From an optimization exercise on the open Yosys and OpenROAD flow, aimed at small area, a short achievable clock period and few clock cycles per item; shortcuts taken in it are not production practice.
Function was checked by simulation only, so behaviour that the tests miss may differ from the original.
No activity file was given, so power comes from the tool's default toggle rates.

## hacodec
module hacodec (
    input  wire       clk,
    input  wire       rst,
    input  wire       in_valid,
    output wire       in_ready,
    input  wire [7:0] in_data,
    input  wire       in_last,
    output wire       out_valid,
    input  wire       out_ready,
    output wire [7:0] out_data,
    output wire       out_last
);
Size in the first run: about 1600 cells after synthesis, about 230 flip-flops, ~24 I/O pins, ~15000 sq um of cells after synthesis.
clock: 10.0 ns
lec_check: 0
abc_clock_period_in_ps: 4000
cap_margin: 20
core_margin: 2
core_utilization: 40
setup_slack_margin: 5
slew_margin: 20
standard.sh (not shown) runs the stock make flow with config.mk's settings and CLKGATE_MAP_FILE= SYNTH_SCRIPT=/design/flow/synth_recipe.tcl, a recipe that flattens the netlist after the stock synthesis.
==> flow/flow/run.sh <==
#!/bin/bash
set -euo pipefail
bash standard.sh SETUP_SLACK_MARGIN=6 MATCH_CELL_FOOTPRINT=0 \
  "BUFFER_PORTS_ARGS=-buffer_cell sky130_fd_sc_hd__buf_4" finish > flow_standard.log 2>&1
Testbench counts at the start, summed over its fixed seeds: cycles 248,721, requests 32,000.
Next try:
--- a/flow/design.v
+++ b/flow/design.v
@@ -155,14 +155,12 @@
     reg        bad, oe, eq39;
     reg [3:0]  nlen;
     reg        nfb;
     reg        cpend;                  
     reg        wst;                    
     reg [1:0]  hc;                     
-    reg        hf;                     
-    reg        rok;                    
     reg [2:0]  dc;                     
     wire [7:0] F [0:9];
     wire [7:0] S [0:9];
     genvar g;
     generate for (g = 0; g < 10; g = g + 1) begin : bytes
         assign F[g] = Fv[8*g +: 8];
@@ -281,21 +279,18 @@
         if (i_v16get | (ih == 3'd7)) rl_1 = 4'd2;
     end
     wire [3:0] rl = first ? rl_1 : rl_n;
     wire [3:0] bp0 = first ? ((ih == 3'd3) ? 4'd0 : i_get ? 4'd2 : 4'd1)
                            : (o_enc ? 4'd2 : 4'd1);
     wire       i_frb = fbin & (i_fparse | i_fread);
-    wire        hd   = ~tx & ~first & o_dec2 & (wp == 4'd1);
-    wire        hg   = ~tx & first & in_valid & (ih == 3'd4) & il[2] & il[0] & ~fbin & ~rok;
-    wire        hbg  = tx & ~o_dec2 & ~o_get & ~cpend & ~rok & ~fbin & (hc == 2'd0);
-    wire        h0   = hd | hg | hbg;
-    wire [7:0]  ha   = hd ? S[0] : F[1];
-    wire [7:0]  hb   = hf ? F[2] : S[1];
+    wire [7:0]  ha   = first ? F[1] : S[0];
+    wire [7:0]  hb   = g3 | ~opl[2] ? S[1] : F[2];
     wire [15:0] hx   = {S[8], S[9]};
     wire [15:0] hn   = {hx[12:0], 3'd0} + {hx[14:0], 1'b0} +
                        {12'd0, (hc == 2'd2) ? hb[7:4] : hb[3:0]};
+    wire        h0   = ~tx & (first | (o_dec2 & wp == 4'd1));
     wire [15:0] rv   = (o_get & fbin) ? {F[1], F[2]} : hx;
     wire        rhi  = opl[2] ? (wp == 4'd2) : (wp == 4'd1);
     wire [7:0]  rb   = rhi ? rv[15:8] : rv[7:0];
     wire       xsf = (g3 & ~(fbin & (wp == 4'd1 | wp == 4'd2))) | o_get;
     wire [7:0] xn  = xsf ? F[wp] : S[(g3 & wp == 4'd1) ? 4'd0 : wp];
     wire [7:0] Y  = sd ? S[0] : X;
@@ -324,18 +319,18 @@
     wire acc  = in_valid & ~tx;
     wire last = acc & in_last;
     wire dgo  = acc & (first ? i_frb : o_enc & (wp == 4'd2));
     wire dact = (dc != 3'd0);
     wire [2:0] dc_n = dgo ? 3'd4 : first & acc ? 3'd0 : dact ? dc - 3'd1 : 3'd0;
     wire [1:0] hc_n = h0 ? 2'd2 : (hc != 2'd0) ? hc - 2'd1 : 2'd0;
-    wire hwait = first ? hg : o_dec2 & (hc_n != 2'd0);
+    wire hwait = first ? ((ih == 3'd4) & il[2] & il[0] & ~fbin) : o_dec2 & (hc_n != 2'd0);
     wire [3:0] wi = (o_enc & wp == 4'd1) ? 4'd2 : (o_enc & wp == 4'd2) ? 4'd0 : wp;
     integer k;
     always @(posedge clk) begin
         for (k = 0; k < 10; k = k + 1)
-            if (~tx & ~first & ~hdr & (wi == k))
+            if (acc & ~first & ~hdr & (wi == k))
                 Sv[8*k +: 8] <= in_data;
         if (dact)
             {Sv[23:16], Sv[7:0]} <= d2;
         if (~tx & first)
             {Sv[23:16], Sv[7:0]} <= {F[1], F[2]};
         if (h0)
@@ -346,28 +341,21 @@
             tx    <= 1'b0;
             rdy   <= 1'b1;
             ov    <= 1'b0;
             hp    <= 2'd0;
             dc    <= 3'd0;
             hc    <= 2'd0;
-            rok   <= 1'b0;
             cpend <= 1'b0;
             wst   <= 1'b0;
             flen  <= 4'd0;
             fbin  <= 1'b0;
             fatal <= 1'b0;
             err   <= 3'd0;
         end else begin
             dc <= dc_n;
             hc <= hc_n;
-            if (h0) hf <= ~hd;
-            if ((cpend & (od[2:0] == 3'd0)) | hd |
-                (~tx & ~first & ~hdr & (wi[3:1] == 3'd4)))
-                rok <= 1'b0;
-            else if (hf & (hc == 2'd1))
-                rok <= 1'b1;
             wst   <= 1'b0;
             cpend <= 1'b0;
             if (wst) begin
                 if (od[2:0] != 3'd7) err <= od[2:0];
                 if (od[2:0] == 3'd1) fatal <= 1'b1;
             end
Result: Routed wire length grows slightly; via count grows slightly; utilization shrinks by 0.39 points; design area barely changes; die area grows slightly; global-route usage shrinks by 0.20 points; synthesized area grows slightly; power grows by roughly a tenth; clock power grows slightly; worst hold slack is better by 0.0079 ns; clock-buffer cell count grows by 2; sequential cell count shrinks by 2; worst setup slack is better by 0.053 ns; combinational power grows by a quarter to a third.
Testbench counts after the change, summed over its fixed seeds: cycles 251,380, requests 32,000.

RTL: one of the versions met above, not the one the previous note started from.
For scale: roughly 1,600 cells after synthesis.
export LEC_CHECK = 0
export ABC_CLOCK_PERIOD_IN_PS = 4000
export CAP_MARGIN = 20
export CORE_MARGIN = 2
export CORE_UTILIZATION = 40
export SETUP_SLACK_MARGIN = 5
export SLEW_MARGIN = 20
create_clock -name core_clock -period 10.0 [get_ports {clk}]
==> flow/flow/run.sh <==
#!/bin/bash
set -euo pipefail
bash standard.sh SETUP_SLACK_MARGIN=6 finish > flow_standard.log 2>&1
The starting point passed the timing, DRC and antenna checks.
Testbench counts at the start, summed over its fixed seeds: cycles 251,380, requests 32,000.
Rerun with:
--- a/flow/design.v
+++ b/flow/design.v
@@ -135,21 +135,20 @@
             dstep = {ge ? a2 - 8'd100 : a2, q[6:0], ge};
         end
     endfunction
     reg [79:0] Fv;                     
     reg [3:0]  flen;
     reg        fbin;                   
     reg        fatal;
     reg [2:0]  err;
     reg [79:0] Sv;                     
     reg        tx;                     
-    reg        rdy;                    
     reg        ov, ol;
     reg [7:0]  od;
     reg [7:0]  X;                      
     reg        sd;                     
     reg [1:0]  hp;                     
     reg [3:0]  wp;                     
     reg [7:0]  rem;                    
     reg [2:0]  oph, opl;               
     reg        opf0;                   
     reg        bad, oe, eq39;
@@ -159,21 +158,21 @@
     reg        wst;                    
     reg [1:0]  hc;                     
     reg [2:0]  dc;                     
     wire [7:0] F [0:9];
     wire [7:0] S [0:9];
     genvar g;
     generate for (g = 0; g < 10; g = g + 1) begin : bytes
         assign F[g] = Fv[8*g +: 8];
         assign S[g] = Sv[8*g +: 8];
     end endgenerate
-    assign in_ready  = rdy;
+    assign in_ready  = ~tx;
     assign out_valid = ov;
     assign out_data  = od;
     assign out_last  = ol;
     wire g0 = (oph == 3'd0);           
     wire g1 = (oph == 3'd1);           
     wire g2 = (oph == 3'd2);           
     wire g3 = (oph == 3'd3);           
     wire g4 = (oph == 3'd4);           
     wire o_bcddec = g0 & ~opl[0];
     wire o_bcdenc = g0 &  opl[0];
@@ -314,39 +313,38 @@
             default: nb = (wp == 4'd1) ? {fatal, 4'd0, err} : 8'h0A;
         endcase
     end
     wire [15:0] d1 = dstep(S[2], S[0]);
     wire [15:0] d2 = dstep(d1[15:8], d1[7:0]);
     wire acc  = in_valid & ~tx;
     wire last = acc & in_last;
     wire dgo  = acc & (first ? i_frb : o_enc & (wp == 4'd2));
     wire dact = (dc != 3'd0);
     wire [2:0] dc_n = dgo ? 3'd4 : first & acc ? 3'd0 : dact ? dc - 3'd1 : 3'd0;
+    wire hwait = first ? ((ih == 3'd4) & il[2] & il[0] & ~fbin) : o_dec2;
     wire [1:0] hc_n = h0 ? 2'd2 : (hc != 2'd0) ? hc - 2'd1 : 2'd0;
-    wire hwait = first ? ((ih == 3'd4) & il[2] & il[0] & ~fbin) : o_dec2 & (hc_n != 2'd0);
     wire [3:0] wi = (o_enc & wp == 4'd1) ? 4'd2 : (o_enc & wp == 4'd2) ? 4'd0 : wp;
     integer k;
     always @(posedge clk) begin
         for (k = 0; k < 10; k = k + 1)
             if (acc & ~first & ~hdr & (wi == k))
                 Sv[8*k +: 8] <= in_data;
         if (dact)
             {Sv[23:16], Sv[7:0]} <= d2;
         if (~tx & first)
             {Sv[23:16], Sv[7:0]} <= {F[1], F[2]};
         if (h0)
             {Sv[71:64], Sv[79:72]} <= {8'd0, bdec(ha)};
         else if (hc != 2'd0)
             {Sv[71:64], Sv[79:72]} <= hn;
         if (rst) begin
             tx    <= 1'b0;
-            rdy   <= 1'b1;
             ov    <= 1'b0;
             hp    <= 2'd0;
             dc    <= 3'd0;
             hc    <= 2'd0;
             cpend <= 1'b0;
             wst   <= 1'b0;
             flen  <= 4'd0;
             fbin  <= 1'b0;
             fatal <= 1'b0;
             err   <= 3'd0;
@@ -384,41 +382,39 @@
                     if (~hdr & (wp != 4'd15)) wp <= wp + 4'd1;
                     bad <= bad | chk_bad | (rem == 8'd0);
                     oe  <= n_oe;
                     rem <= hdr ? in_data : rem - 8'd1;
                     if (s_fl) nlen <= in_data[3:0];
                     if (s_9)  nlen <= in_data[3:0] + 4'd1;
                 end
             end
             if (last) begin
                 tx  <= 1'b1;
-                rdy <= 1'b0;
                 ov  <= (dc_n == 3'd0) & ~hwait;
                 rem <= {4'd0, rl};
                 wp  <= bp0;
                 sd  <= 1'b1;
                 wst <= first ? ~i_f0 : ~opf0;
                 if (first) begin
                     cpend <= i_fclr;
                     nlen  <= 4'd0;
                 end else begin
                     cpend <= o_fload | o_fbuild | o_put;
                     nfb   <= o_put;
                     if (o_put) nlen <= o_ts ? 4'd7 : 4'd3;
                 end
             end else if (tx) begin
                 if (~ov) begin
                     if (g3 ? (dc_n[2:1] == 2'd0) : (dc_n == 3'd0) & (hc_n == 2'd0)) ov <= 1'b1;
                 end else if (out_ready) begin
                     if (ol) begin
                         tx <= 1'b0;
-                        rdy <= 1'b1;
                         ov <= 1'b0;
                         hp <= 2'd0;
                     end else begin
                         od  <= nb;
                         X   <= xn;
                         sd  <= 1'b0;
                         wp  <= wp + 4'd1;
                         rem <= rem - 8'd1;
                         ol  <= (rem == 8'd1);
                     end
Non-clock buffer count falls by 8.
First-iteration DRC count climbs by 6.1%.
Design area is lower by 3.8%.
Cell count goes down by 5.9%.
Setup slack got worse by 0.078 ns.
Global-route usage falls by 0.98 points.
Wire length came out lower by 5.4%.
Testbench counts after the change, summed over its fixed seeds: cycles 252,879, requests 32,000.

==> port drivers added, routing unchanged <==
How much do the figures lean on ideal ports? The routed layouts below were timed once more, with nothing changed but the port constraints. Step 1 assumes that a clkbuf_16 drives the clock port and a buf_2 every other input. Step 2, shift: input delay + t, output delay - t, t = (earliest + latest rising clock arrival at the registers) / 2. This alone moves slack from input paths to output paths. a / b / c = ideal / step 1 / step 2; a / b = the first two.
run	t (ns)	setup WS [ns]	clock arrival spread, ns	worst register clock-pin slew, ns	pins driven straight from the clock port
the first run of note 1	0.605	6.049 / 6.074 / 5.469	0.015 / 0.015	0.07 / 0.07	1
the second run of note 1	0.617	6.102 / 6.102 / 5.532	0.018 / 0.017	0.07 / 0.07	1
the first run of note 2	0.625	6.087 / 6.114 / 5.489	0.016 / 0.016	0.08 / 0.08	1
the second run of note 2	0.625	6.009 / 5.953 / 5.464	0.010 / 0.011	0.07 / 0.07	1
After both steps every run listed still meets setup and hold. The setup slack of the first run of note 2, which loses most, moves by +0.027 ns with the drivers and by -0.598 ns with both steps.
